This design comes from an exercise in tuning for small area and a short achievable clock period on the open sky130 flow, not from production work.
Function was checked by simulation only, so behaviour that the tests miss may differ from the original.
No activity file was given, so power comes from the tool's default toggle rates.

==> inputs of job 9021 <==
## sqan_rxsync
module sqan_rxsync (
    input  wire         clk,
    input  wire         rst,                  
    input  wire [1:0]   in_cmd,
    input  wire [15:0]  in_i,
    input  wire [15:0]  in_q,
    input  wire [6:0]   cfg_percent,          
    input  wire [1:0]   cfg_hdr_w,            
    input  wire [11:0]  cfg_header,           
    input  wire         cfg_byte_timing,      
    input  wire [7:0]   cfg_timing_interval,  
    input  wire [4:0]   cfg_slot_bits,        
    input  wire [7:0]   cfg_sync0,            
    input  wire [7:0]   cfg_sync1,            
    input  wire         cfg_screen,           
    input  wire         cfg_esc_en,           
    input  wire [7:0]   cfg_esc_marker,       
    input  wire [7:0]   cfg_esc_xor,          
    input  wire [2:0]   cfg_esc_extra,        
    output reg          flush_valid,
    output reg          flush_emit,
    output reg  [4:0]   flush_n,
    output reg          flush_sync,
    output reg          flush_overflow,
    output reg  [127:0] flush_bytes,          
    output wire         st_searching,
    output wire         st_inverted,
    output wire         st_ignore,
    output wire [4:0]   st_count
);
export LEC_CHECK = 0
export CAP_MARGIN = 20
export CORE_MARGIN = 2
export CORE_UTILIZATION = 40
export SLEW_MARGIN = 20
create_clock -name core_clock -period 22.0 [get_ports {clk}]
standard.sh (not shown) runs the stock make flow with config.mk's settings and CLKGATE_MAP_FILE= SYNTH_SCRIPT=/design/flow/synth_recipe.tcl, a recipe that flattens the netlist after the stock synthesis.
==> flow/flow/run.sh <==
#!/bin/bash
# Standard layout, with the port buffers made from the smallest buffer cell
# (buffer_ports otherwise picks sky130_fd_sc_hd__clkdlybuf4s50_1); the resizer
# still upsizes any of them that timing or slew needs.
set -euo pipefail
export BUFFER_PORTS_ARGS="-buffer_cell sky130_fd_sc_hd__buf_1"
bash standard.sh > standard_make.log 2>&1
==> job 6967 (differences from job 9021) <==
==> flow/run.sh (new file) <==
#!/bin/bash
# synth_recipe.tcl (not shown) runs the flow's synth.tcl, then flattens the netlist and writes it again
# the make line also repeats each setting of config.mk as NAME=value (left out here)
make -C /OpenROAD-flow-scripts/flow DESIGN_CONFIG=/design/flow/config.mk WORK_HOME=/design/flow/orfs CLKGATE_MAP_FILE= SYNTH_SCRIPT=/design/flow/synth_recipe.tcl finish
removed: flow/flow/run.sh
removed: flow/standard.sh
==> job 6455 (differences from job 9021) <==
==> flow/flow/run.sh (replaced) <==
#!/bin/bash
# Standard layout with two changes to how it is optimised:
#  - the port buffers are made from the smallest buffer cell (buffer_ports
#    otherwise picks sky130_fd_sc_hd__clkdlybuf4s50_1); the resizer still
#    upsizes any of them that timing or slew needs;
#  - repair_timing aims for a larger setup slack than the constraint needs, so
#    that it shortens the critical paths (the SDC and clock are unchanged).
set -euo pipefail
export BUFFER_PORTS_ARGS="-buffer_cell sky130_fd_sc_hd__buf_1"
export SETUP_SLACK_MARGIN=15
bash standard.sh > standard_make.log 2>&1
==> results.txt <==
                                                                              job 6967                  job 9021               job 6455
Run status                                                              finished clean            finished clean         finished clean
Maximum number of pins on one net before global-route repair                        90                        76                     73
Power in combinational cells                                                   1290 uW                   1240 uW                2050 uW
Total internal power                                                           1661 uW                   1584 uW                2068 uW
Start of the worst register-to-register path                                    pct[6]                    pct[6]                  xr[6]
Cell with the largest stage delay on the worst path           sky130_fd_sc_hd__a21oi_1  sky130_fd_sc_hd__a21oi_1  sky130_fd_sc_hd__fa_1
Via count                                                                       10,137                    10,216                 10,606
Highest clock rate                                                           100.6 MHz                 99.06 MHz              122.7 MHz
Number of global-route vias before repair                                       10,068                     9,935                 10,472
Average routed wire per standard cell                                         17.85 um                  17.74 um               18.20 um
Net Sw Frac                                                                     38.08%                    38.77%                 38.70%
Total wire length after detailed routing                                     36,530 um                 36,300 um              38,470 um
Seq power                                                                       769 uW                    771 uW                 768 uW
Leakage power of the design                                                0.007572 uW               0.006875 uW            0.007436 uW

==> build 2: inputs <==
Another version of the RTL of sqan_rxsync (not shown whole).
## sqan_rxsync
module sqan_rxsync (
    input  wire         clk,
    input  wire         rst,                  
    input  wire [1:0]   in_cmd,
    input  wire [15:0]  in_i,
    input  wire [15:0]  in_q,
    input  wire [6:0]   cfg_percent,          
    input  wire [1:0]   cfg_hdr_w,            
    input  wire [11:0]  cfg_header,           
    input  wire         cfg_byte_timing,      
    input  wire [7:0]   cfg_timing_interval,  
    input  wire [4:0]   cfg_slot_bits,        
    input  wire [7:0]   cfg_sync0,            
    input  wire [7:0]   cfg_sync1,            
    input  wire         cfg_screen,           
    input  wire         cfg_esc_en,           
    input  wire [7:0]   cfg_esc_marker,       
    input  wire [7:0]   cfg_esc_xor,          
    input  wire [2:0]   cfg_esc_extra,        
    output reg          flush_valid,
    output reg          flush_emit,
    output reg  [4:0]   flush_n,
    output reg          flush_sync,
    output reg          flush_overflow,
    output reg  [127:0] flush_bytes,          
    output wire         st_searching,
    output wire         st_inverted,
    output wire         st_ignore,
    output wire [4:0]   st_count
);
clock: 22.0 ns
lec_check: 0
cap_margin: 20
core_margin: 2
core_utilization: 40
cts_cluster_diameter: 60
cts_cluster_size: 24
slew_margin: 20
synth_hierarchical: 1
==> flow/flow/run.sh <==
#!/bin/bash
# Standard layout with two changes to how it is optimised:
#  - the port buffers are made from the smallest buffer cell (buffer_ports
#    otherwise picks sky130_fd_sc_hd__clkdlybuf4s50_1); the resizer still
#    upsizes any of them that timing or slew needs;
#  - repair_timing aims for a larger setup slack than the constraint needs, so
#    that it shortens the critical paths (the SDC and clock are unchanged).
set -euo pipefail
export BUFFER_PORTS_ARGS="-buffer_cell sky130_fd_sc_hd__buf_1"
export SETUP_SLACK_MARGIN=15
bash standard.sh > standard_make.log 2>&1
==> inputs of build 13, as changes to build 2 <==
--- a/flow/design.v
+++ b/flow/design.v
@@ -208,18 +208,18 @@
     genvar k;
     generate
         for (k = 0; k < 16; k = k + 1) begin : g_cell
             wire wr = (idx == k) || (idx + 5'd1 == k);
             always @(posedge clk)
-                if (!rst && complete && wr)
+                if (complete && wr)
                     dataout[k] <= (k % 2 == 0) ? bus_even : bus_odd;
         end
     endgenerate
     integer j;
     always @(posedge clk) begin
         flush_valid <= !rst && is_scan_end;
-        if (!rst && is_scan_end) begin
+        if (is_scan_end) begin
             flush_emit     <= (idx != 5'd0) && (!cfg_screen || sync_found);
             flush_n        <= idx;
             flush_sync     <= sync_found;
             flush_overflow <= overflow;
             for (j = 0; j < 16; j = j + 1)
@@ -461,17 +461,114 @@
 module sqan_thr_add (
     input  wire [19:0] a,
     input  wire [19:0] b,
     output wire [19:0] s
 );
-    assign s = a + b;
+    wire [19:0] g = a & b;
+    wire [19:0] p = a ^ b;
+    wire c0 = g[1] | (p[1] & g[0]);
+    wire c1 = g[3] | (p[3] & g[2]);
+    wire q1 = p[3] & p[2];
+    wire c2 = g[5] | (p[5] & g[4]);
+    wire q2 = p[5] & p[4];
+    wire c3 = g[7] | (p[7] & g[6]);
+    wire q3 = p[7] & p[6];
+    wire c4 = g[9] | (p[9] & g[8]);
+    wire q4 = p[9] & p[8];
+    wire c5 = g[11] | (p[11] & g[10]);
+    wire q5 = p[11] & p[10];
+    wire c6 = g[13] | (p[13] & g[12]);
+    wire q6 = p[13] & p[12];
+    wire c7 = g[15] | (p[15] & g[14]);
+    wire q7 = p[15] & p[14];
+    wire c8 = g[17] | (p[17] & g[16]);
+    wire q8 = p[17] & p[16];
+    wire c9 = g[19] | (p[19] & g[18]);
+    wire q9 = p[19] & p[18];
+    wire c10 = c1 | (q1 & c0);
+    wire c11 = c3 | (q3 & c2);
+    wire q11 = q3 & q2;
+    wire c12 = c5 | (q5 & c4);
+    wire q12 = q5 & q4;
+    wire c13 = c7 | (q7 & c6);
+    wire q13 = q7 & q6;
+    wire c14 = c9 | (q9 & c8);
+    wire q14 = q9 & q8;
+    wire c15 = c11 | (q11 & c10);
+    wire c16 = c13 | (q13 & c12);
+    wire q16 = q13 & q12;
+    wire c17 = c16 | (q16 & c15);
+    wire c18 = c12 | (q12 & c15);
+    wire c19 = c14 | (q14 & c17);
+    wire c20 = c2 | (q2 & c10);
+    wire c21 = c4 | (q4 & c15);
+    wire c22 = c6 | (q6 & c18);
+    wire c23 = c8 | (q8 & c17);
+    wire c24 = g[2] | (p[2] & c0);
+    wire c25 = g[4] | (p[4] & c10);
+    wire c26 = g[6] | (p[6] & c20);
+    wire c27 = g[8] | (p[8] & c15);
+    wire c28 = g[10] | (p[10] & c21);
+    wire c29 = g[12] | (p[12] & c18);
+    wire c30 = g[14] | (p[14] & c22);
+    wire c31 = g[16] | (p[16] & c17);
+    wire c32 = g[18] | (p[18] & c23);
+    assign s[0] = p[0];
+    assign s[1] = p[1] ^ g[0];
+    assign s[2] = p[2] ^ c0;
+    assign s[3] = p[3] ^ c24;
+    assign s[4] = p[4] ^ c10;
+    assign s[5] = p[5] ^ c25;
+    assign s[6] = p[6] ^ c20;
+    assign s[7] = p[7] ^ c26;
+    assign s[8] = p[8] ^ c15;
+    assign s[9] = p[9] ^ c27;
+    assign s[10] = p[10] ^ c21;
+    assign s[11] = p[11] ^ c28;
+    assign s[12] = p[12] ^ c18;
+    assign s[13] = p[13] ^ c29;
+    assign s[14] = p[14] ^ c22;
+    assign s[15] = p[15] ^ c30;
+    assign s[16] = p[16] ^ c17;
+    assign s[17] = p[17] ^ c31;
+    assign s[18] = p[18] ^ c23;
+    assign s[19] = p[19] ^ c32;
 endmodule
 module sqan_thr_sign (
     input  wire [17:0] a,
     input  wire [17:0] b,
     output wire        ge,
     output wire        lt
 );
-    wire [17:0] s = a + b;
-    assign ge = ~s[17];
-    assign lt = s[17];
+    wire [16:0] g = a[16:0] & b[16:0];
+    wire [16:0] t = a[16:0] | b[16:0];
+    wire g0_0 = g[1] | (t[1] & g[0]);
+    wire g0_1 = g[3] | (t[3] & g[2]);
+    wire t0_1 = t[3] & t[2];
+    wire g0_2 = g[5] | (t[5] & g[4]);
+    wire t0_2 = t[5] & t[4];
+    wire g0_3 = g[7] | (t[7] & g[6]);
+    wire t0_3 = t[7] & t[6];
+    wire g0_4 = g[9] | (t[9] & g[8]);
+    wire t0_4 = t[9] & t[8];
+    wire g0_5 = g[11] | (t[11] & g[10]);
+    wire t0_5 = t[11] & t[10];
+    wire g0_6 = g[13] | (t[13] & g[12]);
+    wire t0_6 = t[13] & t[12];
+    wire g0_7 = g[15] | (t[15] & g[14]);
+    wire t0_7 = t[15] & t[14];
+    wire g1_0 = g0_1 | (t0_1 & g0_0);
+    wire g1_1 = g0_3 | (t0_3 & g0_2);
+    wire t1_1 = t0_3 & t0_2;
+    wire g1_2 = g0_5 | (t0_5 & g0_4);
+    wire t1_2 = t0_5 & t0_4;
+    wire g1_3 = g0_7 | (t0_7 & g0_6);
+    wire t1_3 = t0_7 & t0_6;
+    wire g2_0 = g1_1 | (t1_1 & g1_0);
+    wire g2_1 = g1_3 | (t1_3 & g1_2);
+    wire t2_1 = t1_3 & t1_2;
+    wire g3_0 = g2_1 | (t2_1 & g2_0);
+    wire g4_0 = g[16] | (t[16] & g3_0);
+    wire c = g4_0;
+    assign lt = a[17] ^ b[17] ^ c;
+    assign ge = ~lt;
 endmodule
--- a/flow/flow/run.sh
+++ b/flow/flow/run.sh
@@ -5,7 +5,7 @@
 #    upsizes any of them that timing or slew needs;
 #  - repair_timing aims for a larger setup slack than the constraint needs, so
 #    that it shortens the critical paths (the SDC and clock are unchanged).
 set -euo pipefail
 export BUFFER_PORTS_ARGS="-buffer_cell sky130_fd_sc_hd__buf_1"
-export SETUP_SLACK_MARGIN=15
+export SETUP_SLACK_MARGIN=14
 bash standard.sh > standard_make.log 2>&1
--- a/flow/config.mk
+++ b/flow/config.mk
@@ -6,9 +6,9 @@
 export NUM_CORES = 4
 export LEC_CHECK = 0
 export CAP_MARGIN = 20
 export CORE_MARGIN = 2
 export CORE_UTILIZATION = 40
-export CTS_CLUSTER_DIAMETER = 60
-export CTS_CLUSTER_SIZE = 24
+export CTS_CLUSTER_DIAMETER = 70
+export CTS_CLUSTER_SIZE = 30
 export SLEW_MARGIN = 20
 export SYNTH_HIERARCHICAL = 1
==> inputs of build 18, as changes to build 2 <==
--- a/flow/design.v
+++ b/flow/design.v
@@ -134,33 +134,35 @@
             end else if (is_scan_end) begin
                 nv_idx[b] = 5'd0; nv_fnd[b] = 1'b0; nv_mx[b] = 1'b0; nv_ov[b] = 1'b0;
             end
         end
     end
-    wire [12:0] sel_a;
-    wire [15:0] sel_b;
-    sqan_sel #(.W(13)) u_sel_a (
+    wire [20:0] sel_a;
+    wire [23:0] sel_b;
+    sqan_sel #(.W(21)) u_sel_a (
         .s(rx),
-        .a({nv_s[0], nv_inv[0], nv_clr[0], nv_ov[0], nv_fnd[0], nv_bus0[0]}),
-        .b({nv_s[1], nv_inv[1], nv_clr[1], nv_ov[1], nv_fnd[1], nv_bus0[1]}),
+        .a({nv_s[0], nv_inv[0], nv_clr[0], nv_ov[0], nv_fnd[0], nv_bus0[0], nv_bus1[0]}),
+        .b({nv_s[1], nv_inv[1], nv_clr[1], nv_ov[1], nv_fnd[1], nv_bus0[1], nv_bus1[1]}),
         .y(sel_a));
-    sqan_sel #(.W(16)) u_sel_b (
+    sqan_sel #(.W(24)) u_sel_b (
         .s(rx_n),
-        .a({nv_idx[1], nv_mx[1], nv_ign[1], nv_sld[1], nv_bus1[1]}),
-        .b({nv_idx[0], nv_mx[0], nv_ign[0], nv_sld[0], nv_bus1[0]}),
+        .a({nv_idx[1], nv_mx[1], nv_ign[1], nv_sld[1], nv_bus0[1], nv_bus1[1]}),
+        .b({nv_idx[0], nv_mx[0], nv_ign[0], nv_sld[0], nv_bus0[0], nv_bus1[0]}),
         .y(sel_b));
-    wire       s_nx     = sel_a[12];
-    wire       inv_nx   = sel_a[11];
-    wire       clr_cnt  = sel_a[10];
-    wire       ov_nx    = sel_a[9];
-    wire       fnd_nx   = sel_a[8];
-    wire [7:0] bus_even = sel_a[7:0];
-    wire [4:0] idx_nx   = sel_b[15:11];
-    wire       mx_nx    = sel_b[10];
-    wire       ign_nx   = sel_b[9];
-    wire       ld_slots = sel_b[8];
-    wire [7:0] bus_odd  = sel_b[7:0];
+    wire       s_nx     = sel_a[20];
+    wire       inv_nx   = sel_a[19];
+    wire       clr_cnt  = sel_a[18];
+    wire       ov_nx    = sel_a[17];
+    wire       fnd_nx   = sel_a[16];
+    wire [7:0] bus_even_lo = sel_a[15:8];
+    wire [7:0] bus_odd_lo  = sel_a[7:0];
+    wire [4:0] idx_nx   = sel_b[23:19];
+    wire       mx_nx    = sel_b[18];
+    wire       ign_nx   = sel_b[17];
+    wire       ld_slots = sel_b[16];
+    wire [7:0] bus_even_hi = sel_b[15:8];
+    wire [7:0] bus_odd_hi  = sel_b[7:0];
     wire [4:0] cnt_keep = (is_sample && !searching) ? cnt_inc : bit_cnt;
     wire [7:0] sl_load  = ignore_hdr ? slots_dec : cfg_timing_interval;
     wire assemble = is_sample && !searching;
     wire complete = assemble && byte_done;
     wire [8:0] pb = {2'b00, cfg_percent, 1'b0};
@@ -209,11 +211,12 @@
     generate
         for (k = 0; k < 16; k = k + 1) begin : g_cell
             wire wr = (idx == k) || (idx + 5'd1 == k);
             always @(posedge clk)
                 if (!rst && complete && wr)
-                    dataout[k] <= (k % 2 == 0) ? bus_even : bus_odd;
+                    dataout[k] <= (k < 8) ? ((k % 2 == 0) ? bus_even_lo : bus_odd_lo)
+                                          : ((k % 2 == 0) ? bus_even_hi : bus_odd_hi);
         end
     endgenerate
     integer j;
     always @(posedge clk) begin
         flush_valid <= !rst && is_scan_end;
@@ -469,9 +472,38 @@
     input  wire [17:0] a,
     input  wire [17:0] b,
     output wire        ge,
     output wire        lt
 );
-    wire [17:0] s = a + b;
-    assign ge = ~s[17];
-    assign lt = s[17];
+    wire [16:0] g = a[16:0] & b[16:0];
+    wire [16:0] t = a[16:0] | b[16:0];
+    wire g0_0 = g[1] | (t[1] & g[0]);
+    wire g0_1 = g[3] | (t[3] & g[2]);
+    wire t0_1 = t[3] & t[2];
+    wire g0_2 = g[5] | (t[5] & g[4]);
+    wire t0_2 = t[5] & t[4];
+    wire g0_3 = g[7] | (t[7] & g[6]);
+    wire t0_3 = t[7] & t[6];
+    wire g0_4 = g[9] | (t[9] & g[8]);
+    wire t0_4 = t[9] & t[8];
+    wire g0_5 = g[11] | (t[11] & g[10]);
+    wire t0_5 = t[11] & t[10];
+    wire g0_6 = g[13] | (t[13] & g[12]);
+    wire t0_6 = t[13] & t[12];
+    wire g0_7 = g[15] | (t[15] & g[14]);
+    wire t0_7 = t[15] & t[14];
+    wire g1_0 = g0_1 | (t0_1 & g0_0);
+    wire g1_1 = g0_3 | (t0_3 & g0_2);
+    wire t1_1 = t0_3 & t0_2;
+    wire g1_2 = g0_5 | (t0_5 & g0_4);
+    wire t1_2 = t0_5 & t0_4;
+    wire g1_3 = g0_7 | (t0_7 & g0_6);
+    wire t1_3 = t0_7 & t0_6;
+    wire g2_0 = g1_1 | (t1_1 & g1_0);
+    wire g2_1 = g1_3 | (t1_3 & g1_2);
+    wire t2_1 = t1_3 & t1_2;
+    wire g3_0 = g2_1 | (t2_1 & g2_0);
+    wire g4_0 = g[16] | (t[16] & g3_0);
+    wire c = g4_0;
+    assign lt = a[17] ^ b[17] ^ c;
+    assign ge = ~lt;
 endmodule
--- a/flow/config.mk
+++ b/flow/config.mk
@@ -6,9 +6,9 @@
 export NUM_CORES = 4
 export LEC_CHECK = 0
 export CAP_MARGIN = 20
 export CORE_MARGIN = 2
 export CORE_UTILIZATION = 40
-export CTS_CLUSTER_DIAMETER = 60
-export CTS_CLUSTER_SIZE = 24
+export CTS_CLUSTER_DIAMETER = 70
+export CTS_CLUSTER_SIZE = 30
 export SLEW_MARGIN = 20
 export SYNTH_HIERARCHICAL = 1
==> impl_results.md <==
- Worst-case vdd ir drop: 0.0000820 V
- Final Power: 2.06 mW
- Status: complete, no violations
- Slack of the worst reg-to-reg path: 14.79 ns
- R2R cell count: 23
- Row count: 74
- Worst Setup SP: in_i[7]
- Clock Skews: 0.0307 ns
- Fmax: 129 MHz
- Area of the multi-input gates: 6500 um^2
# the run above: build 13

==> impl_results.md <==
- WP buf/inv: 5
- R2R cell count: 23
- Fmax: 140 MHz
- Slack of the worst reg-to-reg path: 15.32 ns
- Final Power: 2.37 mW
- Worst Setup SP: in_i[7]
- Fin nets: 1749
- Status: complete, no violations
- Worst-case vdd ir drop: 0.0000923 V
- CTS buffer count: 26
- Clock Skews: 0.0165 ns
- Row count: 74
# the run above: build 2

==> impl_results.md <==
- Row count: 76
- Status: complete, no violations
- Area of the multi-input gates: 7290 um^2
- Clock Skews: 0.0330 ns
- Fmax: 143 MHz
- Worst-case vdd ir drop: 0.000116 V
- R2R cell count: 24
- Final Power: 2.53 mW
- Port bufs: 232
- GRT overflow: 0
- Slack of the worst reg-to-reg path: 15.51 ns
- P_leak: 6.92 nW
- Worst Setup SP: in_i[2]
# the run above: build 18

what the ideal ports hide:
Ports are ideal in the flow. The routed layouts listed here were re-timed in OpenROAD.
Step 1 (the two cells are an assumption about what drives the block):
set clk [get_ports {clk}]
set_driving_cell -lib_cell sky130_fd_sc_hd__clkbuf_16 $clk
set_driving_cell -lib_cell sky130_fd_sc_hd__buf_2 [delete_from_list [all_inputs] $clk]
Step 2 times the ports against the registers' clock, not the clock port: input delays grow and output delays shrink by t, the midpoint of the rising clock arrivals with the driver on.
Three values: ideal, step 1, step 2; two values: the first two.
| run | t, ns | setup slack, ns | worst setup path at the end |
|---|---|---|---|
| job 9021 | 0.595 | 11.905 / 11.905 / 11.905 | register to register |
| job 6967 | 0.591 | 12.064 / 12.064 / 11.897 | input to register |
| job 6455 | 0.597 | 13.850 / 13.850 / 13.286 | input to register |
| build 2 | 0.619 | 14.880 / 14.883 / 14.264 | input to register |
| build 13 | 0.617 | 14.232 / 14.263 / 13.646 | input to register |
| build 18 | 0.611 | 15.025 / 15.033 / 14.422 | input to register |
After both steps every run listed still meets setup and hold. For build 2, which loses most, drivers alone change the setup slack by +0.003 ns; drivers and shift together by -0.616 ns.
